Background: an optimization exercise with open tools, aiming at small area, a short achievable clock period and few clock cycles. Do not read the settings as production practice. Where RTL was checked, it was by simulation tests only, not by an equivalence proof against the original. Only the layout flow was run in runs 3 and 4; the RTL was not checked for function there. Power and IR drop assume default switching activity.

==> flow/design.v <==
module pfsm #(
    parameter [7:0] MARKER0      = 8'hA5,
    parameter [7:0] MARKER1      = 8'h5A,
    parameter [7:0] RETRY_BUDGET = 8'd2
) (
    input  wire         clk,
    input  wire         rst,
    input  wire         h_valid,
    output wire         h_ready,
    input  wire [18:0]  h_data,
    output reg          r_valid,
    input  wire         r_ready,
    output reg  [7:0]   r_data,
    output reg          r_last,
    input  wire         irq_valid,
    input  wire [3:0]   irq_flags,
    output reg          o_valid,
    input  wire         o_ready,
    output reg  [3:0]   o_op,
    output reg  [7:0]   o_data,
    input  wire         i_valid,
    output wire         i_ready,
    input  wire [7:0]   i_data,
    output wire         cip_req,
    output wire         cip_dir,
    output wire [127:0] cip_din,
    output wire [127:0] cip_key,
    input  wire         cip_done,
    input  wire         cip_timeout,
    input  wire [127:0] cip_dout,
    output wire         idle,
    output wire         fatal,
    output wire [2:0]   fault
);
    localparam [6:0] MAX_FRAME = 7'd96;
    localparam [3:0] OP_CONFIGURE = 4'd1,
                     OP_RX_ARM    = 4'd2,
                     OP_STROBE_RDY= 4'd3,
                     OP_FLUSH_RX  = 4'd4,
                     OP_FIFO_WR   = 4'd5,
                     OP_FIFO_BYTE = 4'd6,
                     OP_STROBE_TX = 4'd7,
                     OP_POWER_DN  = 4'd8,
                     OP_FIFO_RD   = 4'd9,
                     OP_METRICS   = 4'd10,
                     OP_MSG_AVAIL = 4'd11,
                     OP_DATA_SENT = 4'd12;
    localparam [1:0] M_UNINIT = 2'd0, M_RUN = 2'd1, M_STOPPED = 2'd2;
    localparam [2:0] F_OVERSIZE = 3'd1, F_NOT_INIT = 3'd2, F_TXDONE = 3'd3,
                     F_CRYPTO = 3'd4, F_BADCMD = 3'd5;
    localparam [4:0]
        ST_IDLE   = 5'd0,
        ST_DRAIN  = 5'd1,
        ST_INIT   = 5'd2,
        ST_INITW  = 5'd3,
        ST_RDSRC  = 5'd4,
        ST_RDDAT  = 5'd5,
        ST_W2STB  = 5'd6,
        ST_W2FRD  = 5'd7,
        ST_W2MET  = 5'd8,
        ST_W2FLU  = 5'd9,
        ST_W2PAR  = 5'd10,
        ST_RELIS  = 5'd11,
        ST_W3FLU  = 5'd12,
        ST_W3RET  = 5'd13,
        ST_XHDR   = 5'd14,
        ST_XDAT   = 5'd15,
        ST_XSTB   = 5'd16,
        ST_W2EM   = 5'd17;
    localparam [1:0] I_OFF = 2'd0, I_LEN = 2'd1, I_DAT = 2'd2, I_MET = 2'd3;
    reg [4:0]   st;
    reg [1:0]   mode;
    reg         fat;
    reg [2:0]   fault_r;
    reg         snap2, afill;
    reg         kact;
    reg [7:0]   next_seq, good_lqi, good_rssi;
    reg         tx_busy, tx_enc, tx_wack, tx_ack;
    reg [7:0]   tx_dest, tx_seq;
    reg [6:0]   tx_n;
    reg [1:0]   tx_retries;
    reg [2:0]   tx_lb;         
    reg [2:0]   tx_rot;        
    reg         rx_parsed, rx_decdone;
    reg [6:0]   rx_len;        
    reg [7:0]   rx_src, rx_rssi, rx_lqi;
    reg [7:0]   rx_b2, rx_seq, rx_b5;
    reg         rx_f0, rx_mk;
    reg [2:0]   rx_sh;         
    reg         iact, isrc, in_rdy;
    reg [6:0]   icnt;
    reg [1:0]   ist;
    reg [7:0]   frem;
    reg         creq, cdir, cfail, c_last, f_first, pend, p_last;
    reg [3:0]   sv;            
    reg         c_first;       
    reg         hr, ir, idl;
    reg [127:0] A;
    reg [31:0]  S;
    reg [127:0] key;
    reg [127:0] t0, t1, t2, t3, t4, t5;
    reg [127:0] q0, q1, q2, q3, q4, q5;
    assign h_ready = hr;
    assign i_ready = ir;
    assign idle    = idl;
    assign fatal   = fat;
    assign fault   = fault_r;
    assign cip_req = creq;
    assign cip_dir = cdir;
    assign cip_din = A;
    assign cip_key = key;
    wire o_free = !o_valid || o_ready;
    wire r_free = !r_valid || r_ready;
    reg  [18:0] cq;
    reg         cv;
    wire [2:0]  op   = cq[18:16];
    wire [7:0]  op_a = cq[15:8];
    wire [7:0]  op_n = cq[7:0];
    always @(posedge clk) begin
        cq <= h_data;
        if (rst) cv <= 1'b0;
        else     cv <= idl && h_valid;
    end
    wire [7:0] bus  = isrc ? i_data : h_data[7:0];
    wire       in_v = isrc ? i_valid : h_valid;
    wire       acc  = iact && in_rdy && in_v;
    wire [3:0] pos  = icnt[3:0];
    wire       lastb = (frem == 8'd1) || (isrc && icnt == 7'd95);
    wire       blk_cmp = acc && (pos == 4'd15 || lastb);
    wire       ok_done = creq && cip_done;
    wire       fail_now = creq && cip_timeout;
    wire       can_start = !creq || ok_done;
    wire       start = can_start && (pend || blk_cmp) && !cfail;
    wire       wA = acc && !creq;
    wire       wS = acc && creq;
    wire       tx_load = ok_done && !cdir;
    wire       rx_load = ok_done && cdir;
    wire       tx_rot_en = (tx_rot != 3'd0);
    wire       rx_sh_en  = (rx_sh != 3'd0);
    wire [7:0] tx_byte = (tx_rot == 3'd1) ? t1[7:0] : t0[8*icnt[3:0] +: 8];
    wire [7:0] rx_byte = (rx_sh == 3'd1) ? q1[7:0] : q0[8*icnt[3:0] +: 8];
    wire       tx_can  = (tx_rot == 3'd0) || (tx_rot == 3'd1 && icnt[3:0] == 4'd0);
    wire       rx_can  = (rx_sh == 3'd0) || (rx_sh == 3'd1 && icnt[3:0] == 4'd0);
    wire        frame_valid = (rx_len >= 7'd5) && rx_mk && (rx_b2 >= 8'd5) && (rx_b2 <= {1'b0, rx_len});
    wire [7:0]  rx_plen = rx_b2 - 8'd5;
    wire [6:0]  rx_lm1  = rx_len - 7'd1;
    wire [2:0]  rx_lb   = rx_lm1[6:4];       
    wire [7:0]  rd_cnt  = (op_n < rx_plen) ? op_n : rx_plen;
    wire        relisten = tx_busy && tx_wack;
    reg [4:0]   st_n;
    reg [1:0]   mode_n;
    reg         fat_n;
    reg [2:0]   fault_n;
    reg         snap2_n, afill_n, kact_n;
    reg [7:0]   next_seq_n, good_lqi_n, good_rssi_n;
    reg         tx_busy_n, tx_enc_n, tx_wack_n, tx_ack_n;
    reg [7:0]   tx_dest_n, tx_seq_n;
    reg [6:0]   tx_n_n;
    reg [1:0]   tx_retries_n;
    reg [2:0]   tx_rot_n;
    reg         rx_parsed_n, rx_decdone_n;
    reg [6:0]   rx_len_n;
    reg [7:0]   rx_src_n, rx_rssi_n, rx_lqi_n;
    reg [2:0]   rx_sh_n;
    reg         iact_n, isrc_n, in_rdy_n;
    reg [6:0]   icnt_n;
    reg [1:0]   ist_n;
    reg [7:0]   frem_n;
    reg         creq_n, cdir_n, cfail_n, c_last_n, f_first_n, pend_n, p_last_n;
    reg         o_valid_n, r_valid_n, r_last_n;
    reg [3:0]   o_op_n;
    reg [7:0]   o_data_n, r_data_n;
    reg         fs_tx, fs_ack, fs_rx;
    reg [7:0]   fs_p, fs_seq;
    reg         acc_idle_n;
    reg [4:0]   st_b;
    reg         ov_b, rv_b, isrc_b;
    reg [1:0]   ist_b;
    wire        irq_go = idl && !h_valid && irq_valid && mode == M_RUN && !fat && irq_flags[2:0] != 3'd0;
    wire        irq_work = irq_flags[0] ? tx_busy : (irq_flags[2:1] != 2'd0);
    reg [3:0]   pw_op, pop, pop_n;
    reg         pw_dat, pdat, pdat_n;
    reg [4:0]   pw_st, pst, pst_n;
    always @(posedge clk) begin
        pop <= pop_n; pdat <= pdat_n; pst <= pst_n;
    end
    always @* begin
        st_n = st; mode_n = mode; fat_n = fat; fault_n = fault_r;
        snap2_n = snap2; afill_n = afill; kact_n = kact;
        next_seq_n = next_seq; good_lqi_n = good_lqi; good_rssi_n = good_rssi;
        tx_busy_n = tx_busy; tx_enc_n = tx_enc; tx_wack_n = tx_wack; tx_ack_n = tx_ack;
        tx_dest_n = tx_dest; tx_seq_n = tx_seq; tx_n_n = tx_n; tx_retries_n = tx_retries;
        tx_rot_n = tx_rot;
        rx_parsed_n = rx_parsed; rx_decdone_n = rx_decdone; rx_len_n = rx_len;
        rx_src_n = rx_src; rx_rssi_n = rx_rssi; rx_lqi_n = rx_lqi;
        rx_sh_n = rx_sh;
        iact_n = iact; isrc_n = isrc; icnt_n = icnt;
        ist_n = ist; frem_n = frem;
        creq_n = creq; cdir_n = cdir; cfail_n = cfail; c_last_n = c_last; f_first_n = f_first;
        pend_n = pend; p_last_n = p_last;
        o_valid_n = o_valid; o_op_n = o_op; o_data_n = o_data;
        r_valid_n = r_valid; r_data_n = r_data; r_last_n = r_last;
        pop_n = pop; pdat_n = pdat; pst_n = pst;
        pw_op = OP_RX_ARM; pw_dat = 1'b0; pw_st = ST_IDLE;
        fs_tx = 1'b0; fs_ack = 1'b0; fs_rx = (st == ST_W2FRD); fs_p = 8'd16; fs_seq = next_seq;
        if (o_valid && o_ready) o_valid_n = 1'b0;
        if (r_valid && r_ready) r_valid_n = 1'b0;
        if (tx_rot_en) tx_rot_n = tx_rot - 3'd1;
        if (rx_sh_en)  rx_sh_n  = rx_sh - 3'd1;
        if (acc) begin
            icnt_n = icnt + 7'd1;
            if (!isrc) frem_n = frem - 8'd1;
            if (lastb) iact_n = 1'b0;
        end
        if (start) begin
            creq_n    = 1'b1;
            f_first_n = 1'b0;
            c_last_n  = pend ? p_last : lastb;
            pend_n    = 1'b0;
        end else begin
            if (creq && (cip_done || cip_timeout)) creq_n = 1'b0;
            if (blk_cmp && !cfail) begin
                pend_n   = 1'b1;
                p_last_n = lastb;
            end
        end
        if (fail_now) begin
            cfail_n = 1'b1;
            pend_n  = 1'b0;
            fat_n   = 1'b1;
            if (fault_r == 3'd0) fault_n = F_CRYPTO;
        end
        if (tx_load) begin
            tx_rot_n = c_last ? (3'd5 - tx_lb) : 3'd1;
            if (c_last) begin
                tx_enc_n  = 1'b1;
                tx_wack_n = !tx_ack;
            end
        end
        if (rx_load) begin
            rx_sh_n = c_last ? (3'd5 - rx_lb) : 3'd1;
            if (c_last) rx_decdone_n = 1'b1;
        end
        case (ist)
        I_LEN: if (i_valid) begin
            rx_len_n = (i_data > 8'd96) ? MAX_FRAME : i_data[6:0];
            frem_n  = i_data;
            icnt_n  = 7'd0;
            iact_n  = (i_data != 8'd0);
            ist_n   = (i_data == 8'd0) ? I_MET : I_DAT;
        end
        I_DAT: if (i_valid && ir) begin
            frem_n = frem - 8'd1;
            if (frem == 8'd1) ist_n = I_MET;
        end
        I_MET: if (i_valid) begin
            case (frem[1:0])
                2'd0: rx_src_n  = i_data;
                2'd1: rx_rssi_n = i_data;
                default: rx_lqi_n = i_data;
            endcase
            frem_n = frem + 8'd1;
            if (frem[1:0] == 2'd2) ist_n = I_OFF;
        end
        default: ;
        endcase
        if (kact && h_valid) begin
            frem_n = frem - 8'd1;
            if (frem == 8'd1) kact_n = 1'b0;
        end
        case (st)
        ST_IDLE: begin
            if (cv) begin
                frem_n = op_n;
                if (fat) begin
                    if ((op == 3'd0 || op == 3'd1) && op_n != 8'd0) st_n = ST_DRAIN;
                end else if (op == 3'd6 || op == 3'd7) begin
                    fat_n = 1'b1; if (fault_r == 3'd0) fault_n = F_BADCMD;
                end else if (op == 3'd0 && op_n != 8'd16) begin
                    fat_n = 1'b1; if (fault_r == 3'd0) fault_n = F_BADCMD;
                    if (op_n != 8'd0) st_n = ST_DRAIN;
                end else if (op != 3'd0 && mode != M_RUN) begin
                    fat_n = 1'b1; if (fault_r == 3'd0) fault_n = F_NOT_INIT;
                    if (op == 3'd1 && op_n != 8'd0) st_n = ST_DRAIN;
                end else if (op == 3'd0 && mode == M_RUN) begin
                    st_n = ST_DRAIN;
                end else begin
                    case (op)
                    3'd0: begin                   
                        next_seq_n  = 8'd0;
                        good_lqi_n  = 8'd0;
                        good_rssi_n = 8'd0;
                        tx_busy_n   = 1'b0;
                        tx_enc_n    = 1'b0;
                        tx_wack_n   = 1'b0;
                        rx_parsed_n = 1'b0;
                        kact_n      = 1'b1;
                        o_valid_n = 1'b1; o_op_n = OP_CONFIGURE; o_data_n = op_a;
                        st_n        = ST_INIT;
                    end
                    3'd1: begin                   
                        if (op_n > 8'd91) begin
                            fat_n = 1'b1; if (fault_r == 3'd0) fault_n = F_OVERSIZE;
                            st_n = ST_DRAIN;
                        end else if (tx_busy) begin
                            if (op_n != 8'd0) st_n = ST_DRAIN;
                        end else begin
                            tx_busy_n    = 1'b1;
                            tx_enc_n     = 1'b0;
                            tx_wack_n    = 1'b0;
                            tx_ack_n     = 1'b0;
                            tx_dest_n    = op_a;
                            tx_seq_n     = next_seq;
                            next_seq_n   = next_seq + 8'd1;
                            tx_retries_n = RETRY_BUDGET[1:0];
                            tx_n_n       = op_n[6:0];
                            tx_rot_n     = 3'd0;
                            icnt_n       = 7'd5;
                            iact_n       = (op_n != 8'd0);
                            isrc_n       = 1'b0;
                            cdir_n       = 1'b0;
                            cfail_n      = 1'b0;
                            fs_tx        = 1'b1;
                            fs_p         = {(op_n[6:0] + 7'd20) >> 4, 4'b0} ;
                            if (op_n == 8'd0) begin
                                creq_n    = 1'b1;
                                c_last_n  = 1'b1;
                                f_first_n = 1'b0;
                            end else begin
                                f_first_n = 1'b1;
                            end
                            afill_n      = 1'b0;
                            snap2_n      = 1'b0;
                            st_n         = ST_XHDR;
                        end
                    end
                    3'd2: begin                   
                        r_valid_n = 1'b1;
                        if (!rx_parsed) begin
                            r_data_n = 8'd0;
                            r_last_n = 1'b1;
                        end else begin
                            r_data_n    = rd_cnt;
                            r_last_n    = 1'b0;
                            frem_n     = rd_cnt[6:0];
                            rx_parsed_n = 1'b0;
                            st_n        = ST_RDSRC;
                        end
                    end
                    3'd3: begin                   
                        r_valid_n = 1'b1; r_data_n = good_lqi; r_last_n = 1'b1;
                    end
                    3'd4: begin                   
                        r_valid_n = 1'b1; r_data_n = good_rssi; r_last_n = 1'b1;
                    end
                    3'd5: begin                   
                        o_valid_n = 1'b1; o_op_n = OP_POWER_DN; o_data_n = 8'd0;
                        mode_n = M_STOPPED;
                    end
                    default: ;
                    endcase
                end
            end
        end
        ST_DRAIN: if (h_valid) begin
            frem_n = frem - 8'd1;
            if (frem == 8'd1) st_n = ST_IDLE;
        end
        ST_INIT: if (o_free) begin
            o_valid_n = 1'b1; o_op_n = OP_RX_ARM; o_data_n = 8'd0;
            st_n = ST_INITW;
        end
        ST_INITW: if (!kact) begin
            mode_n = M_RUN;
            st_n   = ST_IDLE;
        end
        ST_RDSRC: if (r_free) begin
            r_valid_n = 1'b1; r_data_n = rx_src; r_last_n = (frem == 7'd0);
            icnt_n = 4'd5;
            st_n = (frem == 7'd0) ? ST_IDLE : ST_RDDAT;
        end
        ST_RDDAT: if (r_free && rx_can) begin
            r_valid_n = 1'b1; r_data_n = rx_byte; r_last_n = (frem == 7'd1);
            icnt_n  = icnt[3:0] + 4'd1;
            frem_n = frem - 7'd1;
            if (icnt[3:0] == 4'd15) rx_sh_n = 3'd1;
            if (frem == 7'd1) st_n = ST_IDLE;
        end
        ST_W2STB: if (o_free) begin
            o_valid_n = 1'b1; o_op_n = OP_STROBE_RDY; o_data_n = 8'd0;
            st_n = ST_W2FRD;
        end
        ST_W2FRD: if (o_free) begin
            o_valid_n = 1'b1; o_op_n = OP_FIFO_RD; o_data_n = 8'd0;
            st_n = ST_W2MET;
        end
        ST_W2MET: if (o_free && ist == I_MET) begin    
            o_valid_n = 1'b1; o_op_n = OP_METRICS; o_data_n = 8'd0;
            st_n = ST_W2FLU;
        end
        ST_W2FLU: if (o_free && ist == I_OFF) begin
            o_valid_n = 1'b1; o_op_n = OP_FLUSH_RX; o_data_n = 8'd0;
            st_n = (rx_len == 7'd0) ? ST_RELIS : ST_W2PAR;
        end
        ST_W2PAR: begin
            if (cfail) begin
                st_n = ST_IDLE;
            end else if (rx_decdone) begin
                pw_op = OP_RX_ARM; pw_dat = 1'b0;
                pw_st = snap2 ? ST_W3FLU : ST_IDLE;
                if (!frame_valid) begin
                    pw_dat = relisten;
                end else begin
                    good_lqi_n  = rx_lqi;
                    good_rssi_n = rx_rssi;
                    if (rx_f0) begin
                        if (rx_b2 >= 8'd6 && tx_busy && tx_seq == rx_b5) begin
                            tx_busy_n = 1'b0; tx_enc_n = 1'b0; tx_wack_n = 1'b0;
                            pw_op = OP_DATA_SENT;
                            pw_st = ST_RELIS;
                        end else begin
                            pw_dat = 1'b1;
                        end
                    end else if (rx_b2 != 8'd5) begin
                        rx_parsed_n = 1'b1;
                        pw_op = OP_MSG_AVAIL;
                        if (tx_busy) begin
                            pw_st = ST_RELIS;
                        end else begin
                            tx_busy_n    = 1'b1;
                            tx_enc_n     = 1'b0;
                            tx_wack_n    = 1'b0;
                            tx_ack_n     = 1'b1;
                            tx_dest_n    = rx_src;
                            tx_seq_n     = next_seq;
                            next_seq_n   = next_seq + 8'd1;
                            tx_retries_n = 2'd0;
                            tx_n_n       = 7'd1;
                            tx_rot_n     = 3'd0;
                            cdir_n       = 1'b0;
                            cfail_n      = 1'b0;
                            fs_ack       = 1'b1;
                            creq_n       = 1'b1;
                            c_last_n     = 1'b1;
                            f_first_n    = 1'b0;
                            afill_n      = 1'b1;
                            pw_st        = snap2 ? ST_W3FLU : ST_XHDR;
                        end
                    end else begin
                        rx_parsed_n = 1'b1;
                        pw_dat = relisten;
                    end
                end
                pop_n = pw_op; pdat_n = pw_dat; pst_n = pw_st;
                if (o_free) begin
                    o_valid_n = 1'b1; o_op_n = pw_op; o_data_n = {7'd0, pw_dat};
                    st_n = pw_st;
                end else begin
                    st_n = ST_W2EM;
                end
            end
        end
        ST_W2EM: if (o_free) begin
            o_valid_n = 1'b1; o_op_n = pop; o_data_n = {7'd0, pdat};
            st_n = pst;
        end
        ST_RELIS: if (o_free) begin
            o_valid_n = 1'b1; o_op_n = OP_RX_ARM; o_data_n = {7'd0, relisten};
            st_n = snap2 ? ST_W3FLU : ST_IDLE;
        end
        ST_W3FLU: if (o_free) begin
            o_valid_n = 1'b1; o_op_n = OP_FLUSH_RX; o_data_n = 8'd0;
            if (afill) st_n = ST_XHDR;
            else if (tx_busy && tx_enc) st_n = ST_W3RET;
            else st_n = ST_IDLE;
        end
        ST_W3RET: if (o_free) begin
            o_valid_n = 1'b1;
            if (tx_retries == 2'd0) begin
                tx_busy_n = 1'b0; tx_enc_n = 1'b0; tx_wack_n = 1'b0;
                o_op_n = OP_RX_ARM; o_data_n = 8'd0;
                st_n = ST_IDLE;
            end else begin
                tx_retries_n = tx_retries - 2'd1;
                o_op_n = OP_FIFO_WR; o_data_n = tx_dest;
                icnt_n = 7'd0;
                st_n = ST_XDAT;
            end
        end
        ST_XHDR: begin
            if (cfail) begin
                if (!iact) st_n = ST_IDLE;
            end else if ((tx_enc || (tx_load && c_last)) && o_free) begin
                o_valid_n = 1'b1; o_op_n = OP_FIFO_WR; o_data_n = tx_dest;
                icnt_n = 7'd0;
                st_n = ST_XDAT;
            end
        end
        ST_XDAT: if (o_free && tx_can) begin
            o_valid_n = 1'b1; o_op_n = OP_FIFO_BYTE; o_data_n = tx_byte;
            icnt_n = icnt + 7'd1;
            if (icnt[3:0] == 4'd15) begin
                if (icnt[6:4] == tx_lb) begin
                    tx_rot_n = 3'd6 - tx_lb;
                    st_n = ST_XSTB;
                end else begin
                    tx_rot_n = 3'd1;
                end
            end
        end
        ST_XSTB: if (o_free) begin
            o_valid_n = 1'b1; o_op_n = OP_STROBE_TX; o_data_n = 8'd0;
            st_n = ST_IDLE;
        end
        default: st_n = ST_IDLE;
        endcase
        st_b = st_n; ov_b = o_valid_n; rv_b = r_valid_n; isrc_b = isrc_n; ist_b = ist_n;
        if (irq_go) begin
            snap2_n = irq_flags[2];
            afill_n = 1'b0;
            if (irq_flags[1] && !(irq_flags[0] && !tx_busy)) begin
                rx_parsed_n  = 1'b0;
                rx_decdone_n = 1'b0;
                rx_sh_n      = 3'd0;
                ist_n        = I_LEN;
                f_first_n    = 1'b1;
                cfail_n      = 1'b0;
                cdir_n       = 1'b1;
                isrc_n       = 1'b1;
            end
            if (irq_flags[0]) begin
                if (!tx_busy) begin
                    fat_n = 1'b1; if (fault_r == 3'd0) fault_n = F_TXDONE;
                end else begin
                    o_valid_n = 1'b1; o_op_n = OP_RX_ARM; o_data_n = {7'd0, tx_wack};
                    if (!tx_wack) begin
                        tx_busy_n = 1'b0; tx_enc_n = 1'b0;
                    end
                    if (irq_flags[1]) st_n = ST_W2STB;
                    else if (irq_flags[2]) st_n = ST_W3FLU;
                end
            end else if (irq_flags[1]) begin
                o_valid_n = 1'b1; o_op_n = OP_STROBE_RDY; o_data_n = 8'd0;
                st_n = ST_W2FRD;
            end else begin
                o_valid_n = 1'b1; o_op_n = OP_FLUSH_RX; o_data_n = 8'd0;
                if (tx_busy && tx_enc) st_n = ST_W3RET;
            end
        end
        begin : rdy
            reg [3:0] p_n;
            p_n = acc ? pos + 4'd1 : pos;
            in_rdy_n = iact_n && !(creq_n && p_n >= 4'd4);
        end
        if (fs_tx) in_rdy_n = iact_n;
        if (ist == I_LEN && i_valid) in_rdy_n = 1'b1;
        acc_idle_n = (st_b == ST_IDLE) && !ov_b && !rv_b;
    end
    always @(posedge clk) begin
        if (rst) begin
            st <= ST_IDLE; mode <= M_UNINIT; fat <= 1'b0; fault_r <= 3'd0;
            kact <= 1'b0; tx_busy <= 1'b0; tx_rot <= 3'd0;
            rx_parsed <= 1'b0; rx_sh <= 3'd0;
            iact <= 1'b0; in_rdy <= 1'b0; ist <= I_OFF;
            creq <= 1'b0; pend <= 1'b0; cfail <= 1'b0;
            o_valid <= 1'b0; r_valid <= 1'b0;
            hr <= 1'b0; ir <= 1'b0; idl <= 1'b0;
        end else begin
            st <= st_n; mode <= mode_n; fat <= fat_n; fault_r <= fault_n;
            kact <= kact_n; tx_busy <= tx_busy_n; tx_rot <= tx_rot_n;
            rx_parsed <= rx_parsed_n; rx_sh <= rx_sh_n;
            iact <= iact_n; in_rdy <= in_rdy_n; ist <= ist_n;
            creq <= creq_n; pend <= pend_n; cfail <= cfail_n;
            o_valid <= o_valid_n; r_valid <= r_valid_n;
            if (idl) begin
                hr  <= !h_valid && !(irq_go && irq_work);
                ir  <= irq_go && irq_flags[1] && !(irq_flags[0] && !tx_busy);
                idl <= !h_valid && !(irq_go && irq_work);
            end else begin
                hr  <= acc_idle_n || (st_b == ST_DRAIN) || kact_n || (iact_n && !isrc_b && in_rdy_n);
                ir  <= (ist_b == I_LEN) || (ist_b == I_MET) || (ist_b == I_DAT && (!iact_n || in_rdy_n));
                idl <= acc_idle_n;
            end
        end
    end
    always @(posedge clk) begin
        snap2 <= snap2_n; afill <= afill_n;
        next_seq <= next_seq_n; good_lqi <= good_lqi_n; good_rssi <= good_rssi_n;
        tx_enc <= tx_enc_n; tx_wack <= tx_wack_n; tx_ack <= tx_ack_n;
        tx_dest <= tx_dest_n; tx_seq <= tx_seq_n; tx_n <= tx_n_n; tx_retries <= tx_retries_n;
        rx_decdone <= rx_decdone_n; rx_len <= rx_len_n;
        rx_src <= rx_src_n; rx_rssi <= rx_rssi_n; rx_lqi <= rx_lqi_n;
        isrc <= isrc_n; icnt <= icnt_n;
        frem <= frem_n;
        cdir <= cdir_n; c_last <= c_last_n; f_first <= f_first_n; p_last <= p_last_n;
        o_op <= o_op_n; o_data <= o_data_n;
        r_data <= r_data_n; r_last <= r_last_n;
        tx_lb  <= (tx_n + 7'd4) >> 4;
        if (rx_load && c_first) begin
            rx_mk  <= (cip_dout[7:0] == MARKER0) && (cip_dout[15:8] == MARKER1);
            rx_b2  <= cip_dout[23:16];
            rx_f0  <= cip_dout[24];
            rx_seq <= cip_dout[39:32];
            rx_b5  <= cip_dout[47:40];
        end
    end
    always @(posedge clk) begin
        if (start) c_first <= f_first;
    end
    integer k;
    always @(posedge clk) begin
        for (k = 0; k < 16; k = k + 1) begin
            if (fs_tx || fs_ack || fs_rx) begin
                if (fs_rx || k > 5)  A[8*k +: 8] <= 8'h00;
                else if (k == 0)     A[8*k +: 8] <= MARKER0;
                else if (k == 1)     A[8*k +: 8] <= MARKER1;
                else if (k == 2)     A[8*k +: 8] <= fs_p;
                else if (k == 3)     A[8*k +: 8] <= {7'd0, fs_ack};
                else if (k == 4)     A[8*k +: 8] <= fs_seq;
                else                 A[8*k +: 8] <= fs_ack ? rx_seq : 8'h00;
            end else if (wA && pos == k) begin
                A[8*k +: 8] <= bus;
            end else if (ok_done) begin
                if (k < 4 && wS && pos[1:0] == k) A[8*k +: 8] <= bus;
                else if (k < 4 && sv[k])         A[8*k +: 8] <= S[8*k +: 8];
                else                             A[8*k +: 8] <= 8'h00;
            end
        end
        for (k = 0; k < 4; k = k + 1)
            if (wS && pos[1:0] == k) S[8*k +: 8] <= bus;
    end
    always @(posedge clk) begin
        if (rst) sv <= 4'd0;
        else if (ok_done || fail_now) sv <= 4'd0;
        else if (wS) sv <= sv | (4'd1 << pos[1:0]);
    end
    always @(posedge clk) begin
        if (tx_rot_en) begin
            t0 <= t1; t1 <= t2; t2 <= t3; t3 <= t4; t4 <= t5;
        end
        if (tx_rot_en) t5 <= t0;
        else if (creq && !cdir) t5 <= cip_dout;    
    end
    always @(posedge clk) begin
        if (rx_sh_en) begin
            q0 <= q1; q1 <= q2; q2 <= q3; q3 <= q4; q4 <= q5;
        end
        if (creq && cdir) q5 <= cip_dout;          
    end
    reg       kv;
    always @(posedge clk) begin
        if (rst) kv <= 1'b0;
        else     kv <= kact && h_valid;
        if (kv) key <= {cq[7:0], key[127:8]};
    end
endmodule
==> flow/flow/run.sh <==
#!/bin/bash
# Layout: the standard ORFS flow (standard.sh, unchanged synthesis) with
# these settings:
#  - timing repair aims for 6.5 ns of setup slack (the default flow allows 5),
#  - no gate cloning during timing repair,
#  - port buffers are sky130_fd_sc_hd__buf_1,
#  - clock-tree sink clusters of up to 25 flip-flops within 80 um.
# All tool output goes to standard.log here (and ORFS's own logs under orfs/).
export SETUP_SLACK_MARGIN=6.5
export SKIP_GATE_CLONING=1
export BUFFER_PORTS_ARGS="-buffer_cell sky130_fd_sc_hd__buf_1"
export CTS_CLUSTER_SIZE=25
export CTS_CLUSTER_DIAMETER=80
bash standard.sh finish > standard.log 2>&1
==> flow/standard.sh <==
#!/bin/bash
# synth_recipe.tcl (not shown) runs the flow's synth.tcl, then flattens the netlist and writes it again
# the make line also repeats each setting of config.mk as NAME=value (left out here)
make -C /OpenROAD-flow-scripts/flow DESIGN_CONFIG=/design/flow/config.mk WORK_HOME=/design/flow/orfs CLKGATE_MAP_FILE= SYNTH_SCRIPT=/design/flow/synth_recipe.tcl "${@:-finish}"
==> flow/config.mk <==
export PLATFORM = sky130hd
export DESIGN_NAME = pfsm
export DESIGN_NICKNAME = pfsm
export VERILOG_FILES = /design/flow/design.v
export SDC_FILE = /design/flow/constraint.sdc
export NUM_CORES = 8
export LEC_CHECK = 0
export CAP_MARGIN = 20
export CORE_MARGIN = 2
export CORE_UTILIZATION = 40
export SLEW_MARGIN = 20
==> flow/constraint.sdc <==
create_clock -name core_clock -period 10.0 [get_ports {clk}]
set_input_delay 2.0000 -clock core_clock [delete_from_list [all_inputs] [get_ports {clk}]]
set_output_delay 2.0000 -clock core_clock [all_outputs]
set_load 0.01 [all_outputs]
==> results.json, run 1 <==
{
  "status": "finished clean",
  "synth_top_cell_area_share_pct": 77.4,
  "clk_pin_slew_ps": 100,
  "overflow": 0,
  "hold_viol": 0,
  "hold_path_depth": 0,
  "clock-sinks": 2045,
  "start_kind": "input port",
  "remaining_drc_errors": 0,
  "hold_path_startpoint": "q4[46]$_DFFE_PN_",
  "leakage_nw": 27.1,
  "synthFlopType": "edfxtp_1",
  "wire_per_inst_um": 25.5,
  "grt_use_total_pct": 18.4,
  "htree_levels": 3,
  "fin_crit_ps": 3490,
  "final_area_um2": 81700,
  "cts_buffer_depth": 3,
  "r2r_slack_ps": 6540,
  "hold_class": "flip-flop to flip-flop",
  "maxCapViolations": 0,
  "stdcell_count": 6916,
  "layout.cells.most_common": "edfxtp_1",
  "ant_nets": 0,
  "reg2regPathDepth": 13,
  "path_cells": "buf_1 -> nand2b_2 -> o211ai_1 -> buf_4 -> o21ai_2 -> nand3_1 -> nor4_1 -> nand4_1 -> o21a_1 -> a22oi_1",
  "syn_to_final_growth_pct": 12.7,
  "irDropWorstVdd_mv": 0.376,
  "grt_pass1_wl_um": 247000,
  "ys_types": 88,
  "clk_latency_ps": 800,
  "grt_max_degree": 193,
  "avgSynthCellArea_um2": 18.3,
  "numPortBuffers": 454,
  "die_y_um": 430,
  "gp_congestion": 0.969,
  "cp_max_fo": 5,
  "yosys-top-cells-area": "edfxtp_1, dfxtp_1, mux4_2",
  "final_util_pct": 45.3,
  "power_density_nw_per_um2": 295,
  "final.period_utilization_pct": 34.9,
  "syn_nets": 4164,
  "mostFrequentLayoutCells": "edfxtp_1, buf_1, nor2_1",
  "netlist_instances": 3962,
  "finalPower_mw": 24.1,
  "die_area_um2": 185000,
  "crit_required_ps": 10720,
  "nNetsFinal": 4691,
  "skew_ps": 76.3,
  "rr_startpoint": "rx_b2[3]$_DFFE_PP_",
  "dpl_cell_area_um2": 77200,
  "first_pass_iters": 7,
  "routed_via_density": 5.34,
  "clock-root-buffer": "clkbuf_16",
  "synth_seq_cells": 2045,
  "fmax_mhz": 286,
  "yosysTopAreaCell": "edfxtp_1",
  "ys_seq_area_share_pct": 82.2,
  "dp_hpwl_um": 117000,
  "wirelength_um": 177000,
  "cp-end-kind": "flip-flop",
  "dp_cells": 6690,
  "crit_type": "input port to flip-flop",
  "rows": 156,
  "drive_gt1_share_pct": 14.1,
  "core_area_um2": 181000,
  "cts_tree": "yes",
  "cts_made_buffers": 105,
  "holdPathEnd": "q3[46]$_DFFE_PN_",
  "cp_slowest_cell": "nor4_1",
  "io_pins": 456,
  "die_w_um": 430,
  "worstPathArrival_ps": 4210,
  "ys_warn_count": 25,
  "grt_pass1_vias": 34700,
  "via_count": 36900,
  "antenna_found_initial": 55,
  "synth_edf_count": 1870,
  "slew_headroom_pct": 18.1,
  "ys_async_sr_fraction_pct": 0,
  "rsz0062_at_grt": "true",
  "syn_area_um2": 72500,
  "initial_utilization_pct": 40.2,
  "worst_pin_slew_ps": 1230,
  "slew_violations": 0,
  "drt_iter0_drc": 4010,
  "reg2reg_to": "r_data[0]$_DFFE_PP_",
  "critPathMaxStageDelay_ps": 460,
  "setup_violations": 0
}
timing repair:
| action | CTS | global route |
|---|---|---|
| endpoints found under the hold margin | 0 | 0 |
| buffers inserted | 31 | 31 |
| pin swaps | 11 | 27 |
| hold buffers | 0 | 0 |
| gates resized for setup | 94 | 72 |
| endpoints found under the setup margin | 761 | 306 |
state kept, by name, summed over array words and instances (netlist names), 19 cells and up:
signal and flops:
t4 128, q2 128, q0 128, t0 128, q5 128, t5 128, cq 19, key 128
t2 128, A 128, S 32, q4 128, q3 128, q1 128, t3 128, t1 128
synthesized netlist by cell type (all sizes together), types with 21 or more instances:
master  instances
mux2          131
and3           22
xnor2          29
xor2           26
buf            49
edfxtp       1870
mux2i          30
ha             34
mux4           80
inv            63
o21ai          94
and2           38
nand2         159
dfxtp         175
nor3           39
a22o           21
a21oi         106
a211oi         22
nand3          64
a31oi         132
nor2b          21
clkbuf        122
nor2          352
critical path: cells and delay by family:
family / cells / cell delay, ps
buf+inv: 2 / 270
simple gates: 4 / 1110
compound gates: 4 / 810
worst max path at each step:
stage                         startpoint                  end  slack [ps]  cells past startpoint
floorplan           tx_rot[1]$_SDFF_PP0_      t0[0]$_DFFE_PN_       -1150                      7
global placement                 h_valid      A[20]$_DFFE_PP_        4870                      8
detailed placement               i_valid      A[20]$_DFFE_PP_        4750                      9
CTS                   rx_b2[0]$_DFFE_PP_      A[46]$_DFFE_PP_        6380                     12
global route          rx_b2[1]$_DFFE_PP_  r_data[0]$_DFFE_PP_        6460                     16
finish                           r_ready        hr$_SDFF_PP0_        6510                     10
metrics by stage:
| step | hold slack, ps | setup WS, ps | TNS (ps) |
|---|---|---|---|
| global placement | 400 | 4870 | 0 |
| CTS | 382 | 6380 | 0 |
| finish | 390 | 6510 | 0 |
| floorplan | 400 | -1150 | -816690 |
| detailed placement | 405 | 4750 | 0 |
| global route | 387 | 6460 | 0 |
area by class of cell:
class | count | area, µm²
inverter | 63 | 249
timing repair buffer | 591 | 3040
sequential | 2045 | 59700
clock buffer | 115 | 2680
tap | 2370 | 2970
multi-input combinational | 1683 | 12500
fill | 15500 | 98800
clock inverter | 41 | 606
antenna | 8 | 20.0
layer usage:
layer  share of wire (%)  global-route usage [%]
met5               0.096                       0
met4                 4.6                    7.95
met3                 5.9                    3.18
met2                  48                    29.8
met1                  42                    24.6
kinds of logic after synthesis:
kind of cell | count (synthesis) | share of synthesized area (%)
AOI/OAI and AO/OA | 537 | 4.96
xor gates and xnor gates | 55 | 0.664
adders and majority gates | 34 | 0.586
buffers and inverters | 234 | 1.32
DFF | 2045 | 82.2
muxes | 241 | 4.93
and+or+nand+nor | 816 | 5.29
where the power goes:
group | internal, mW | switching (mW)
clock network | 2.07 | 2.77
registers | 14.2 | 0.982
logic | 1.12 | 2.91
total | 17.4 | 6.66
Testbench counts, summed over its fixed seeds: cycles 167,349.
==> run 2: changes to the inputs <==
==> flow/flow/run.sh (replaced) <==
#!/bin/bash
# Layout: the standard ORFS flow. Synthesis is the standard synthesis
# (standard.sh synth, unchanged); the later steps run the same make command
# with these settings added:
#  - timing repair aims for 6.5 ns of setup slack (the default flow allows 5),
#    may resize cells to other footprints, and does not clone gates,
#  - port buffers are sky130_fd_sc_hd__buf_1,
#  - clock-tree sink clusters of up to 25 flip-flops within 80 um.
# All tool output goes to the log files here (and ORFS's own logs under orfs/).
set -e
export SETUP_SLACK_MARGIN=6.5
export SKIP_GATE_CLONING=1
export BUFFER_PORTS_ARGS="-buffer_cell sky130_fd_sc_hd__buf_1"
export CTS_CLUSTER_SIZE=25
export CTS_CLUSTER_DIAMETER=80
bash standard.sh synth > synth.log 2>&1
sed 's/"\${@:-finish}"/MATCH_CELL_FOOTPRINT=0 "${@:-finish}"/' standard.sh > layout.sh
grep -q "MATCH_CELL_FOOTPRINT=0" layout.sh
bash layout.sh finish > layout.log 2>&1
==> results.json, run 2 <==
{
  "routed_via_density": 5.30,
  "die_w_um": 430,
  "gp_congestion": 0.937,
  "clock-sinks": 2045,
  "setup_violations": 0,
  "grt_pass1_wl_um": 247000,
  "hold_path_startpoint": "q1[94]$_DFFE_PN_",
  "overflow": 0,
  "power_density_nw_per_um2": 295,
  "yosys-top-cells-area": "edfxtp_1, dfxtp_1, mux4_2",
  "place_ws_ps": 4710,
  "synth_seq_cells": 2045,
  "wire_per_inst_um": 25.5,
  "nNetsFinal": 4669,
  "yosysTopAreaCell": "edfxtp_1",
  "avgSynthCellArea_um2": 18.3,
  "core_area_um2": 181000,
  "ys_seq_area_share_pct": 82.2,
  "sw_frac_of_total_pct": 27.5,
  "skew_ps": 47.9,
  "drt_iter0_drc": 3698,
  "hold_viol": 0,
  "remaining_drc_errors": 0,
  "yosys-top-cells-count": "edfxtp_1, nor2_1, dfxtp_1",
  "via_count": 36600,
  "cts_buffer_depth": 3,
  "layout.cells.most_common": "edfxtp_1",
  "ys_types": 88,
  "die_area_um2": 185000,
  "p_int_mw": 17.4,
  "ys_warn_count": 25,
  "use_met3_pct": 2.96,
  "synth_top_cell_area_share_pct": 77.4,
  "mostFrequentLayoutCells": "edfxtp_1, buf_1, nor2_1",
  "final_area_um2": 81600,
  "htree_levels": 3,
  "first_pass_iters": 6,
  "seqPwrFrac_pct": 63.1,
  "fmax_mhz": 279,
  "clk_pin_slew_ps": 90,
  "numPortBuffers": 454,
  "reg2reg_to": "r_data[3]$_DFFE_PP_",
  "grt_use_total_pct": 18.5,
  "hold_path_depth": 0,
  "grt_max_degree": 194,
  "status": "finished clean",
  "grt_pass1_vias": 34900,
  "fin_crit_ps": 3590,
  "cp-end-kind": "flip-flop",
  "holdPathEnd": "q0[94]$_DFFE_PN_",
  "cts_made_buffers": 106,
  "cts_tree": "yes",
  "drive_gt1_share_pct": 13.8,
  "worstPathArrival_ps": 4240,
  "hold_class": "flip-flop to flip-flop",
  "syn_to_final_growth_pct": 12.5,
  "antenna_found_initial": 55,
  "dp_hpwl_um": 118000,
  "r2r_slack_ps": 6530,
  "io_pins": 456,
  "busiest_layer": "met2",
  "nFillCells": 15500,
  "cp_max_fo": 19,
  "rr_startpoint": "rx_b2[0]$_DFFE_PP_",
  "slew_headroom_pct": 24.6,
  "leakage_nw": 27.0,
  "die_y_um": 430,
  "netlist_instances": 3962,
  "crit_required_ps": 10660,
  "postCtsHoldBufs": 0,
  "final.period_utilization_pct": 35.9,
  "met2_usage_pct": 29.9,
  "syn_area_um2": 72500,
  "reg2regPathDepth": 13,
  "clock-root-buffer": "clkbuf_16",
  "irDropWorstVdd_mv": 0.552,
  "crit_type": "input port to flip-flop",
  "p_switching_mw": 6.63,
  "synth.most_common_cell": "edfxtp_1",
  "p_clk_share_pct": 20.3,
  "final_util_pct": 45.2,
  "ant_nets": 0,
  "dpl_cell_area_um2": 77200,
  "rsz0062_at_grt": "true",
  "synth_edf_count": 1870,
  "start_kind": "input port",
  "slew_violations": 0,
  "synthFlopType": "edfxtp_1",
  "rows": 156,
  "fin_ws_ps": 6410,
  "critPathLaunch": "i_valid",
  "combinationalPowerShare_pct": 16.6,
  "worst_pin_slew_ps": 1130,
  "maxCapViolations": 0,
  "syn_nets": 4164,
  "wirelength_um": 176000,
  "clk_latency_ps": 800,
  "gr-usage-met1_pct": 24.6,
  "ys_async_sr_fraction_pct": 0,
  "tns_ps": 0,
  "initial_utilization_pct": 40.2
}
[run 2: cell types whose count changed in the layout (fill, tap and decap cells not counted), sizes merged]
cell      change
clkinvlp      +4
buf          -39
inv           -4
clkbuf       +22
diode         +3
[run 2: how the worst max path moves through the flow]
stage               cells after the start  slack [ps]             endpoint
floorplan                               7       -1060      t0[0]$_DFFE_PN_
global placement                       10        4780      A[21]$_DFFE_PP_
detailed placement                     10        4710      A[42]$_DFFE_PP_
CTS                                     1        6440         cip_key[122]
global route                            9        6380  A[120]$_SDFFE_PN0P_
finish                                  8        6410  A[124]$_SDFFE_PN0P_
[run 2: worst max-delay path, stage by stage]
cell	delay, ps
clkbuf_2	270
mux2_2	240
nand3_2	280
nor2_1	180
buf_4	300
nand3_1	520
a31oi_1	360
nor2_1	60
[run 2: timing repair]
item                                    4_1_cts  5_1_grt
cloned                                        0        0
pin swaps                                    19       21
endpoints found under the setup margin      304      131
gates resized for setup                     106       46
setup buffers                                39        4
[run 2: per-stage QoR]
| step | cells | power (mW) | hold WS [ps] |
|---|---|---|---|
| after floorplan | 3962 | 17.9 | 400 |
| after global placement | 6686 | 19.2 | 400 |
| after detailed placement | 6686 | 19.4 | 405 |
| after CTS | 6887 | 24.3 | 393 |
| after global routing | 6902 | 25.1 | 397 |
| final | 6902 | 24.1 | 391 |
[run 2: metal layers]
layer | routed length (µm) | part of all wire [%] | vias to the layer above
li1 | - | - | 16400
met3 | 9820 | 5.6 | 358
met2 | 83500 | 47 | 1345
met4 | 8920 | 5.1 | 22
met5 | 129 | 0.073 | -
met1 | 73600 | 42 | 18500
[run 2: kinds of logic after synthesis]
| family | after synthesis | synth area share, % |
|---|---|---|
| simple gates | 816 | 5.29 |
| flops | 2045 | 82.2 |
| mux | 241 | 4.93 |
| fa+ha+maj | 34 | 0.586 |
| xor+xnor | 55 | 0.664 |
| buf+inv | 234 | 1.32 |
| compound gates | 537 | 4.96 |
[run 2: power groups by stage]
stage	Sequential, mW	Combinational (mW)	Clock (mW)
2_1_floorplan	15.5	2.41	0
6_report	15.2	4.00	4.88
4_1_cts	15.2	4.12	5.02
5_1_grt	15.5	4.33	5.30
3_3_place_gp	15.2	3.97	0
3_5_place_dp	15.4	4.03	0
[run 2: final cells by class]
type	instances	area, µm²	area share, %
Clock buffer	121	2720	3.33
Sequential cell	2045	59700	73.2
Timing Repair Buffer	568	2830	3.47
Inverter	63	246	0.302
Multi-Input combinational cell	1683	12400	15.3
Clock inverter	41	648	0.795
Tap cell	2370	2970	3.64
Antenna cell	11	27.5	0.0337
==> run 3: changes to the inputs <==
--- a/flow/design.v
+++ b/flow/design.v
@@ -112,4 +112,7 @@
     wire o_free = !o_valid || o_ready;
     wire r_free = !r_valid || r_ready;
+    reg  [7:0]  rx_plen;       
+    always @(posedge clk) rx_plen <= rx_b2 - 8'd5;
+    wire [6:0]  h20 = h_data[6:0] + 7'd20;
     reg  [18:0] cq;
     reg         cv;
@@ -117,6 +120,13 @@
     wire [7:0]  op_a = cq[15:8];
     wire [7:0]  op_n = cq[7:0];
+    reg         cq_z, cq_16, cq_big, cq_lt;
+    reg [2:0]   cq_pb;
     always @(posedge clk) begin
-        cq <= h_data;
+        cq     <= h_data;
+        cq_z   <= (h_data[7:0] == 8'd0);
+        cq_16  <= (h_data[7:0] == 8'd16);
+        cq_big <= (h_data[7:0] > 8'd91);
+        cq_lt  <= (h_data[7:0] < rx_plen);
+        cq_pb  <= h20[6:4];
         if (rst) cv <= 1'b0;
         else     cv <= idl && h_valid;
@@ -143,8 +153,7 @@
     wire       rx_can  = (rx_sh == 3'd0) || (rx_sh == 3'd1 && icnt[3:0] == 4'd0);
     wire        frame_valid = (rx_len >= 7'd5) && rx_mk && (rx_b2 >= 8'd5) && (rx_b2 <= {1'b0, rx_len});
-    wire [7:0]  rx_plen = rx_b2 - 8'd5;
     wire [6:0]  rx_lm1  = rx_len - 7'd1;
     wire [2:0]  rx_lb   = rx_lm1[6:4];       
-    wire [7:0]  rd_cnt  = (op_n < rx_plen) ? op_n : rx_plen;
+    wire [7:0]  rd_cnt  = cq_lt ? op_n : rx_plen;
     wire        relisten = tx_busy && tx_wack;
     reg [4:0]   st_n;
@@ -274,13 +283,13 @@
                 frem_n = op_n;
                 if (fat) begin
-                    if ((op == 3'd0 || op == 3'd1) && op_n != 8'd0) st_n = ST_DRAIN;
+                    if ((op == 3'd0 || op == 3'd1) && !cq_z) st_n = ST_DRAIN;
                 end else if (op == 3'd6 || op == 3'd7) begin
                     fat_n = 1'b1; if (fault_r == 3'd0) fault_n = F_BADCMD;
-                end else if (op == 3'd0 && op_n != 8'd16) begin
+                end else if (op == 3'd0 && !cq_16) begin
                     fat_n = 1'b1; if (fault_r == 3'd0) fault_n = F_BADCMD;
-                    if (op_n != 8'd0) st_n = ST_DRAIN;
+                    if (!cq_z) st_n = ST_DRAIN;
                 end else if (op != 3'd0 && mode != M_RUN) begin
                     fat_n = 1'b1; if (fault_r == 3'd0) fault_n = F_NOT_INIT;
-                    if (op == 3'd1 && op_n != 8'd0) st_n = ST_DRAIN;
+                    if (op == 3'd1 && !cq_z) st_n = ST_DRAIN;
                 end else if (op == 3'd0 && mode == M_RUN) begin
                     st_n = ST_DRAIN;
@@ -300,9 +309,9 @@
                     end
                     3'd1: begin                   
-                        if (op_n > 8'd91) begin
+                        if (cq_big) begin
                             fat_n = 1'b1; if (fault_r == 3'd0) fault_n = F_OVERSIZE;
                             st_n = ST_DRAIN;
                         end else if (tx_busy) begin
-                            if (op_n != 8'd0) st_n = ST_DRAIN;
+                            if (!cq_z) st_n = ST_DRAIN;
                         end else begin
                             tx_busy_n    = 1'b1;
@@ -317,11 +326,11 @@
                             tx_rot_n     = 3'd0;
                             icnt_n       = 7'd5;
-                            iact_n       = (op_n != 8'd0);
+                            iact_n       = (!cq_z);
                             isrc_n       = 1'b0;
                             cdir_n       = 1'b0;
                             cfail_n      = 1'b0;
                             fs_tx        = 1'b1;
-                            fs_p         = {(op_n[6:0] + 7'd20) >> 4, 4'b0} ;
-                            if (op_n == 8'd0) begin
+                            fs_p         = {1'b0, cq_pb, 4'b0};
+                            if (cq_z) begin
                                 creq_n    = 1'b1;
                                 c_last_n  = 1'b1;
@@ -491,5 +500,5 @@
             if (cfail) begin
                 if (!iact) st_n = ST_IDLE;
-            end else if ((tx_enc || (tx_load && c_last)) && o_free) begin
+            end else if (tx_enc && o_free) begin
                 o_valid_n = 1'b1; o_op_n = OP_FIFO_WR; o_data_n = tx_dest;
                 icnt_n = 7'd0;
@@ -557,4 +566,41 @@
         acc_idle_n = (st_b == ST_IDLE) && !ov_b && !rv_b;
     end
+    wire op0  = (op == 3'd0);
+    wire op1  = (op == 3'd1);
+    wire op67 = (op[2:1] == 2'b11);
+    wire run  = (mode == M_RUN);
+    wire d_init = !fat && op0 && cq_16 && !run;
+    wire d_fill = !fat && op1 && run && !cq_big && !tx_busy;
+    wire d_drain = fat ? ((op0 || op1) && !cq_z) :
+                   op67 ? 1'b0 :
+                   (op0 && !cq_16) ? !cq_z :
+                   (!op0 && !run) ? (op1 && !cq_z) :
+                   op0 ? 1'b1 :
+                   op1 ? (cq_big || (tx_busy && !cq_z)) : 1'b0;
+    wire d_nowork = fat ? !((op0 || op1) && !cq_z) :
+                    op67 ? 1'b1 :
+                    (op0 && !cq_16) ? cq_z :
+                    (!op0 && !run) ? !(op1 && !cq_z) :
+                    (op1 && !cq_big && tx_busy && cq_z);
+    wire dec    = (st == ST_IDLE) && cv;
+    wire h_last = h_valid && (frem == 8'd1);
+    wire idle_x = ((st == ST_IDLE) && !cv && o_free && r_free) ||
+                  (dec && d_nowork) ||
+                  ((st == ST_DRAIN) && h_last) ||
+                  ((st == ST_INITW) && !kact && o_free) ||
+                  ((st == ST_W2PAR) && cfail && o_free) ||
+                  ((st == ST_XHDR) && cfail && !iact && o_free);
+    wire tx_act  = iact && !isrc;
+    wire acc_t   = tx_act && in_rdy && h_valid;
+    wire [3:0] p_t = acc_t ? pos + 4'd1 : pos;
+    wire blk_t   = acc_t && (pos == 4'd15 || frem == 8'd1);
+    wire start_t = (!creq || ok_done) && (pend || blk_t) && !cfail;
+    wire creq_t  = start_t || (creq && !(cip_done || cip_timeout));
+    wire hr_tx_x = (tx_act && !(acc_t && frem == 8'd1) && !(creq_t && p_t >= 4'd4)) ||
+                   (dec && d_fill && !cq_z);
+    wire hr_x    = idle_x ||
+                   ((st == ST_DRAIN) && !h_last) || (dec && d_drain) ||
+                   (kact && !(h_valid && frem == 8'd1)) || (dec && d_init) ||
+                   hr_tx_x;
     always @(posedge clk) begin
         if (rst) begin
@@ -578,7 +624,7 @@
                 idl <= !h_valid && !(irq_go && irq_work);
             end else begin
-                hr  <= acc_idle_n || (st_b == ST_DRAIN) || kact_n || (iact_n && !isrc_b && in_rdy_n);
+                hr  <= hr_x;
                 ir  <= (ist_b == I_LEN) || (ist_b == I_MET) || (ist_b == I_DAT && (!iact_n || in_rdy_n));
-                idl <= acc_idle_n;
+                idl <= idle_x;
             end
         end
==> flow/flow/run.sh (replaced) <==
#!/bin/bash
# Layout: the standard ORFS flow (standard.sh, unchanged synthesis) with
# these settings:
#  - timing repair aims for 6.5 ns of setup slack (the default flow allows 5),
#  - no gate cloning during timing repair,
#  - port buffers are sky130_fd_sc_hd__buf_1,
#  - clock-tree sink clusters of up to 25 flip-flops within 80 um.
# All tool output goes to standard.log here (and ORFS's own logs under orfs/).
export SETUP_SLACK_MARGIN=6.5
export SKIP_GATE_CLONING=1
export BUFFER_PORTS_ARGS="-buffer_cell sky130_fd_sc_hd__buf_1"
export CTS_CLUSTER_SIZE=25
export CTS_CLUSTER_DIAMETER=80
bash standard.sh finish > standard.log 2>&1
==> results.json, run 3 <==
{
  "hold_path_startpoint": "q1[29]$_DFFE_PN_",
  "initial_utilization_pct": 40.1,
  "combinationalPowerShare_pct": 18.5,
  "critPathMaxStageDelay_ps": 690,
  "yosysTopAreaCell": "edfxtp_1",
  "cts_made_buffers": 104,
  "yosys-top-cells-count": "edfxtp_1, nand2_1, nor2_1",
  "irDropWorstVdd_mv": 0.342,
  "dpl_cell_area_um2": 77700,
  "rr_startpoint": "st[4]$_SDFF_PP0_",
  "fmax_mhz": 286,
  "clock-root-buffer": "clkbuf_16",
  "first_pass_iters": 7,
  "routed_via_density": 5.32,
  "hold_viol": 0,
  "die_w_um": 432,
  "tns_ps": 0,
  "cp_slowest_cell": "a2111oi_1",
  "setup_violations": 0,
  "drt_iter0_drc": 4306,
  "p_int_mw": 17.5,
  "syn_to_final_growth_pct": 11.5,
  "via_count": 38400,
  "grt_max_degree": 197,
  "hold_path_depth": 0,
  "reg2regPathDepth": 10,
  "clock-sinks": 2060,
  "die_area_um2": 186000,
  "gp_congestion": 0.904,
  "synth_top_cell_area_share_pct": 76.7,
  "synthFlopType": "edfxtp_1",
  "postCtsHoldBufs": 0,
  "synth.most_common_cell": "edfxtp_1",
  "cts_buffer_depth": 3,
  "slew_violations": 0,
  "fin_ws_ps": 6500,
  "layout.cells.most_common": "edfxtp_1",
  "syn_area_um2": 73200,
  "hold_class": "flip-flop to flip-flop",
  "ys_types": 95,
  "core_area_um2": 182000,
  "die_y_um": 432,
  "cp.buffers_inverters": 2,
  "yosys-top-cells-area": "edfxtp_1, dfxtp_1, nand2_1",
  "start_kind": "input port",
  "r2r_slack_ps": 6550,
  "numPortBuffers": 454,
  "crit_type": "input port to flip-flop",
  "crit_required_ps": 10680,
  "worstPathArrival_ps": 4180,
  "cp_max_fo": 24,
  "rsz0062_at_grt": "true",
  "p_switching_mw": 7.16,
  "path_cells": "buf_1 -> nand2b_1 -> buf_6 -> a211o_1 -> nand4_1 -> a2111oi_1 -> nand3_1 -> a311oi_1 -> o21ai_0",
  "overflow": 0,
  "grt_use_total_pct": 18.5,
  "place_ws_ps": 4810,
  "synth_edf_count": 1870,
  "io_pins": 456,
  "ys_warn_count": 25,
  "fin_crit_ps": 3500,
  "maxCapViolations": 0,
  "netlist_instances": 4307,
  "final_area_um2": 81600,
  "status": "finished clean",
  "power_density_nw_per_um2": 302,
  "slew_headroom_pct": 30.4,
  "cts_tree": "yes",
  "leakage_nw": 27.5,
  "seqPwrFrac_pct": 62.0,
  "critPathLaunch": "o_ready",
  "ant_nets": 0,
  "drive_gt1_share_pct": 8.85,
  "ys_async_sr_fraction_pct": 0,
  "final.period_utilization_pct": 35.0,
  "syn_nets": 4509,
  "wire_per_inst_um": 24.6,
  "sw_frac_of_total_pct": 29.1,
  "remaining_drc_errors": 0,
  "crit_family": "compound AO/OA/AOI/OAI gates",
  "clk_latency_ps": 800,
  "wirelength_um": 177000,
  "p_clk_share_pct": 19.5,
  "grt_pass1_vias": 36100,
  "antenna_found_initial": 31,
  "synth_seq_cells": 2060,
  "nFillCells": 15800,
  "worst_pin_slew_ps": 1040,
  "hold_slack_ps": 400,
  "reg2reg_to": "A[34]$_DFFE_PP_",
  "avgSynthCellArea_um2": 17.0,
  "rows": 157,
  "htree_levels": 3,
  "mostFrequentLayoutCells": "edfxtp_1, nand2_1, buf_1",
  "ys_seq_area_share_pct": 81.9,
  "nNetsFinal": 4981,
  "cp-end-kind": "flip-flop",
  "dp_hpwl_um": 118000,
  "holdPathEnd": "q0[29]$_DFFE_PN_",
  "skew_ps": 50.2,
  "clk_pin_slew_ps": 90,
  "grt_pass1_wl_um": 252000
}
-- run 3: cell count changes in the layout (fill, tap and decap cells not counted), sizes merged, moves of 14 or more --
cell	delta
nand2	+415
mux2	-126
clkbuf	-21
a22o	-16
and2	-15
dfxtp	+15
a21boi	+14
and3	+14
-- run 3: power groups by stage --
stage / Clock, mW / Combinational, mW / Sequential [mW]
2_1_floorplan: 0 / 2.80 / 15.3
3_3_place_gp: 0 / 4.44 / 15.3
3_5_place_dp: 0 / 4.49 / 15.5
4_1_cts: 4.94 / 4.57 / 15.3
5_1_grt: 5.21 / 4.98 / 15.6
6_report: 4.79 / 4.55 / 15.3
-- run 3: cells by family (layout without fill, tap and decap cells) --
| family | count (synthesis) | after routing | share of synthesized area, % |
|---|---|---|---|
| flops | 2060 | 2060 | 81.9 |
| mux | 114 | 114 | 2.87 |
| other cells | 0 | 8 | 0 |
| compound gates | 558 | 558 | 5.09 |
| xor+xnor | 54 | 54 | 0.646 |
| simple gates | 1232 | 1232 | 7.46 |
| buf+inv | 255 | 774 | 1.46 |
| fa+ha+maj | 34 | 34 | 0.581 |
-- run 3: how the worst max path moves through the flow --
stage               cells after the start                  end  slack (ps)
floorplan                               9  A[29]$_SDFFCE_PN0P_        6170
global placement                        7  A[104]$_SDFFE_PN0P_        4860
finish                                  9     st[0]$_SDFF_PP0_        6500
detailed placement                      7  A[108]$_SDFFE_PN0P_        4810
global route                            9       A[5]$_DFFE_PP_        6400
CTS                                     1               r_last        6470
-- run 3: metal layers --
metal	global-route usage (%)	wire, µm	vias up	share of wire [%]
li1	-	-	17200	-
met1	25.1	74300	19500	42
met2	30.0	85800	1305	48
met3	2.98	10400	314	5.9
met4	7.16	6780	18	3.8
met5	0	106	-	0.060
-- run 3: timing repair --
action / in CTS / in global routing
setup endpoints to repair: 471 / 415
setup buffers: 27 / 6
resized for setup: 52 / 20
pin swaps: 5 / 4
-- run 3: cell type report --
cell class,instances,area (µm²),share of cell area (%)
Inverter,66,267,0.327
Tap cell,2385,2980,3.66
Timing Repair Buffer,555,2690,3.29
Clock buffer,114,2670,3.27
Antenna cell,8,20.0,0.0245
Sequential cell,2060,60000,73.5
Multi-Input combinational cell,1992,12400,15.2
Clock inverter,39,556,0.681
-- run 3: metrics by stage --
stage	instances	power, mW	utilization, %
3_5_place_dp	7023	20.0	42.6
5_1_grt	7218	25.8	44.7
4_1_cts	7203	24.8	44.6
2_1_floorplan	4307	18.1	-
3_3_place_gp	7023	19.8	42.6
6_report	7219	24.6	44.7
==> run 4: changes to the inputs <==
--- a/flow/config.mk
+++ b/flow/config.mk
@@ -8,4 +8,4 @@
 export CAP_MARGIN = 20
 export CORE_MARGIN = 2
-export CORE_UTILIZATION = 40
+export CORE_UTILIZATION = 55
 export SLEW_MARGIN = 20
==> results.json, run 4 <==
{
  "syn_to_final_growth_pct": 10.5,
  "syn_nets": 4509,
  "ys_warn_count": 25,
  "crit_type": "flip-flop to flip-flop",
  "irDropWorstVdd_mv": 0.316,
  "dp_hpwl_um": 116000,
  "drt_iter0_drc": 4542,
  "seqPwrFrac_pct": 62.1,
  "gp_congestion": 0.958,
  "holdPathEnd": "t4[67]$_DFFE_PN_",
  "wire_per_inst_um": 26.6,
  "cp-end-kind": "flip-flop",
  "die_area_um2": 136000,
  "grt_pass1_vias": 35700,
  "ys_async_sr_fraction_pct": 0,
  "status": "finished clean",
  "layout.cells.most_common": "edfxtp_1",
  "synth_edf_count": 1870,
  "ys_types": 95,
  "synthFlopType": "edfxtp_1",
  "crit_required_ps": 10600,
  "r2r_slack_ps": 6530,
  "synth.most_common_cell": "edfxtp_1",
  "clock-sinks": 2060,
  "yosys-top-cells-count": "edfxtp_1, nand2_1, nor2_1",
  "worst_pin_slew_ps": 1130,
  "overflow": 0,
  "antenna_found_initial": 17,
  "clk_latency_ps": 750,
  "p_clk_share_pct": 18.8,
  "syn_area_um2": 73200,
  "cts_made_buffers": 99,
  "die_y_um": 369,
  "clock-root-buffer": "clkbuf_16",
  "yosysTopAreaCell": "edfxtp_1",
  "fmax_mhz": 288,
  "slew_headroom_pct": 24.1,
  "remaining_drc_errors": 0,
  "grt_pass1_wl_um": 249000,
  "io_pins": 456,
  "tns_ps": 0,
  "rows": 133,
  "yosys-top-cells-area": "edfxtp_1, dfxtp_1, nand2_1",
  "first_pass_iters": 6,
  "hold_viol": 0,
  "reg2regPathDepth": 9,
  "maxCapViolations": 0,
  "start_kind": "flip-flop",
  "power_density_nw_per_um2": 305,
  "cts_buffer_depth": 3,
  "die_w_um": 369,
  "nFillCells": 9881,
  "mostFrequentLayoutCells": "edfxtp_1, nand2_1, buf_1",
  "grt_max_degree": 186,
  "rr_startpoint": "icnt[1]$_DFF_P_",
  "postCtsHoldBufs": 0,
  "netlist_instances": 4307,
  "nNetsFinal": 4980,
  "synth_top_cell_area_share_pct": 76.7,
  "cts_tree": "yes",
  "slew_violations": 0,
  "hold_slack_ps": 412,
  "via_count": 38500,
  "initial_utilization_pct": 55.5,
  "core_area_um2": 132000,
  "hold_class": "flip-flop to flip-flop",
  "routed_via_density": 5.84,
  "setup_violations": 0,
  "worstPathArrival_ps": 4070,
  "hold_path_startpoint": "t5[67]$_DFFE_PP_",
  "sw_frac_of_total_pct": 29.1,
  "avgSynthCellArea_um2": 17.0,
  "cp_max_fo": 20,
  "fin_crit_ps": 3470,
  "p_switching_mw": 7.17,
  "synth_seq_cells": 2060,
  "ys_seq_area_share_pct": 81.9,
  "ant_nets": 0,
  "numPortBuffers": 454,
  "htree_levels": 3,
  "clk_pin_slew_ps": 100,
  "grt_use_total_pct": 25.3,
  "p_int_mw": 17.5,
  "combinationalPowerShare_pct": 19.1,
  "final.period_utilization_pct": 34.7,
  "hold_path_depth": 0,
  "skew_ps": 33.2,
  "finalPower_mw": 24.6,
  "wirelength_um": 176000,
  "reg2reg_to": "frem[3]$_DFF_P_",
  "rsz0062_at_grt": "true",
  "drive_gt1_share_pct": 8.75,
  "leakage_nw": 27.5
}
run 4: cell counts after synthesis:
Identical to the previous run, type by type.
run 4: layer usage:
metal	up-vias	global-route usage, %	share of wire [%]
met3	316	3.81	6.6
li1	17300	-	-
met1	19400	38.3	44
met4	20	9.43	4.1
met2	1541	37.8	45
met5	-	0	0.061
run 4: what timing repair did:
item | in CTS | in global routing
endpoints found under the hold margin | 0 | 0
pin swaps | 4 | 11
endpoints found under the setup margin | 740 | 296
setup buffers | 21 | 19
gates resized for setup | 64 | 18
run 4: how the worst max path moves through the flow:
stage	start	endpoint	slack [ps]	cells past startpoint
2_1_floorplan	i_valid	A[29]$_SDFFCE_PN0P_	6170	9
3_3_place_gp	h_valid	A[115]$_SDFFE_PN0P_	4840	7
3_5_place_dp	h_valid	A[118]$_SDFFE_PN0P_	4740	7
4_1_cts	o_data[7]$_DFF_P_	o_data[7]	6500	1
5_1_grt	h_valid	A[64]$_SDFFE_PN0P_	6490	8
6_report	icnt[1]$_DFF_P_	frem[3]$_DFF_P_	6530	9
run 4: through the flow:
stage          cell area (µm²)  util, %  setup WS (ps)  std cells
3_3_place_gp             77000     58.4           4840       6389
4_1_cts                  80600     61.1           6500       6578
2_1_floorplan            73300        -           6170       4307
6_report                 80900     61.4           6530       6602
3_5_place_dp             77000     58.4           4740       6390
5_1_grt                  80900     61.4           6490       6601
run 4: power groups by stage:
stage	registers [mW]	clock network, mW	logic (mW)
global route	15.6	5.05	5.14
detailed placement	15.5	0	4.52
floorplan	15.3	0	2.80
CTS	15.3	4.77	4.72
global placement	15.3	0	4.49
finish	15.3	4.63	4.72
run 4: cell type report:
cell class	instances	area, µm²	share of cell area (%)
sequential	2060	60000	74.1
multi-input combinational	1992	12500	15.5
timing repair buffer	559	2870	3.54
clock buffer	138	2640	3.27
tap	1755	2200	2.71
clock inverter	29	423	0.523
inverter	66	275	0.340
antenna	3	7.51	0.00928
run 4: critical path, cell delays in order (launching register included):
cell	delay, ps
dfxtp_4	510
inv_1	150
ha_2	480
nor4bb_1	510
o211a_1	340
o22ai_1	220
or2_2	380
a31oi_2	430
o21bai_1	180
o221ai_1	110
run 4: logic make-up after synthesis:
logic type               Yosys count  synth area share, %
flip-flops                      2060                 81.9
AND/OR/NAND/NOR                 1232                 7.46
AO/OA/AOI/OAI                    558                 5.09
buffers and inverters            255                 1.46
multiplexers                     114                 2.87
XOR/XNOR                          54                0.646
adder cells (fa/ha/maj)           34                0.581

port drivers added, routing unchanged:
The results above use ideal ports. As a check the final layouts listed here were re-extracted and re-timed, cells and wires unchanged.
Step 1 (the two cells are an assumption about what drives the block):
set clk [get_ports {clk}]
set_driving_cell -lib_cell sky130_fd_sc_hd__clkbuf_16 $clk
set_driving_cell -lib_cell sky130_fd_sc_hd__buf_2 [delete_from_list [all_inputs] $clk]
Step 2, shift: input delay + t, output delay - t, t = (earliest + latest rising clock arrival at the registers) / 2. This alone moves slack from input paths to output paths.
Three values: ideal ports, drivers, drivers and shift; two values: the first two.
run	t, ns	setup slack, ns	hold slack, ns	worst setup path at the end
run 1	0.845	6.508 / 6.482 / 5.686	0.390 / 0.390 / 0.390	input to register
run 2	0.848	6.414 / 6.413 / 5.565	0.391 / 0.391 / 0.391	input to register
run 3	0.856	6.501 / 6.443 / 5.643	0.400 / 0.400 / 0.400	input to register
run 4	0.810	6.528 / 6.469 / 5.748	0.412 / 0.412 / 0.412	input to register
After both steps setup and hold are still met in every run listed. The setup slack of run 3, which loses most, moves by -0.058 ns with the drivers and by -0.858 ns with both steps.
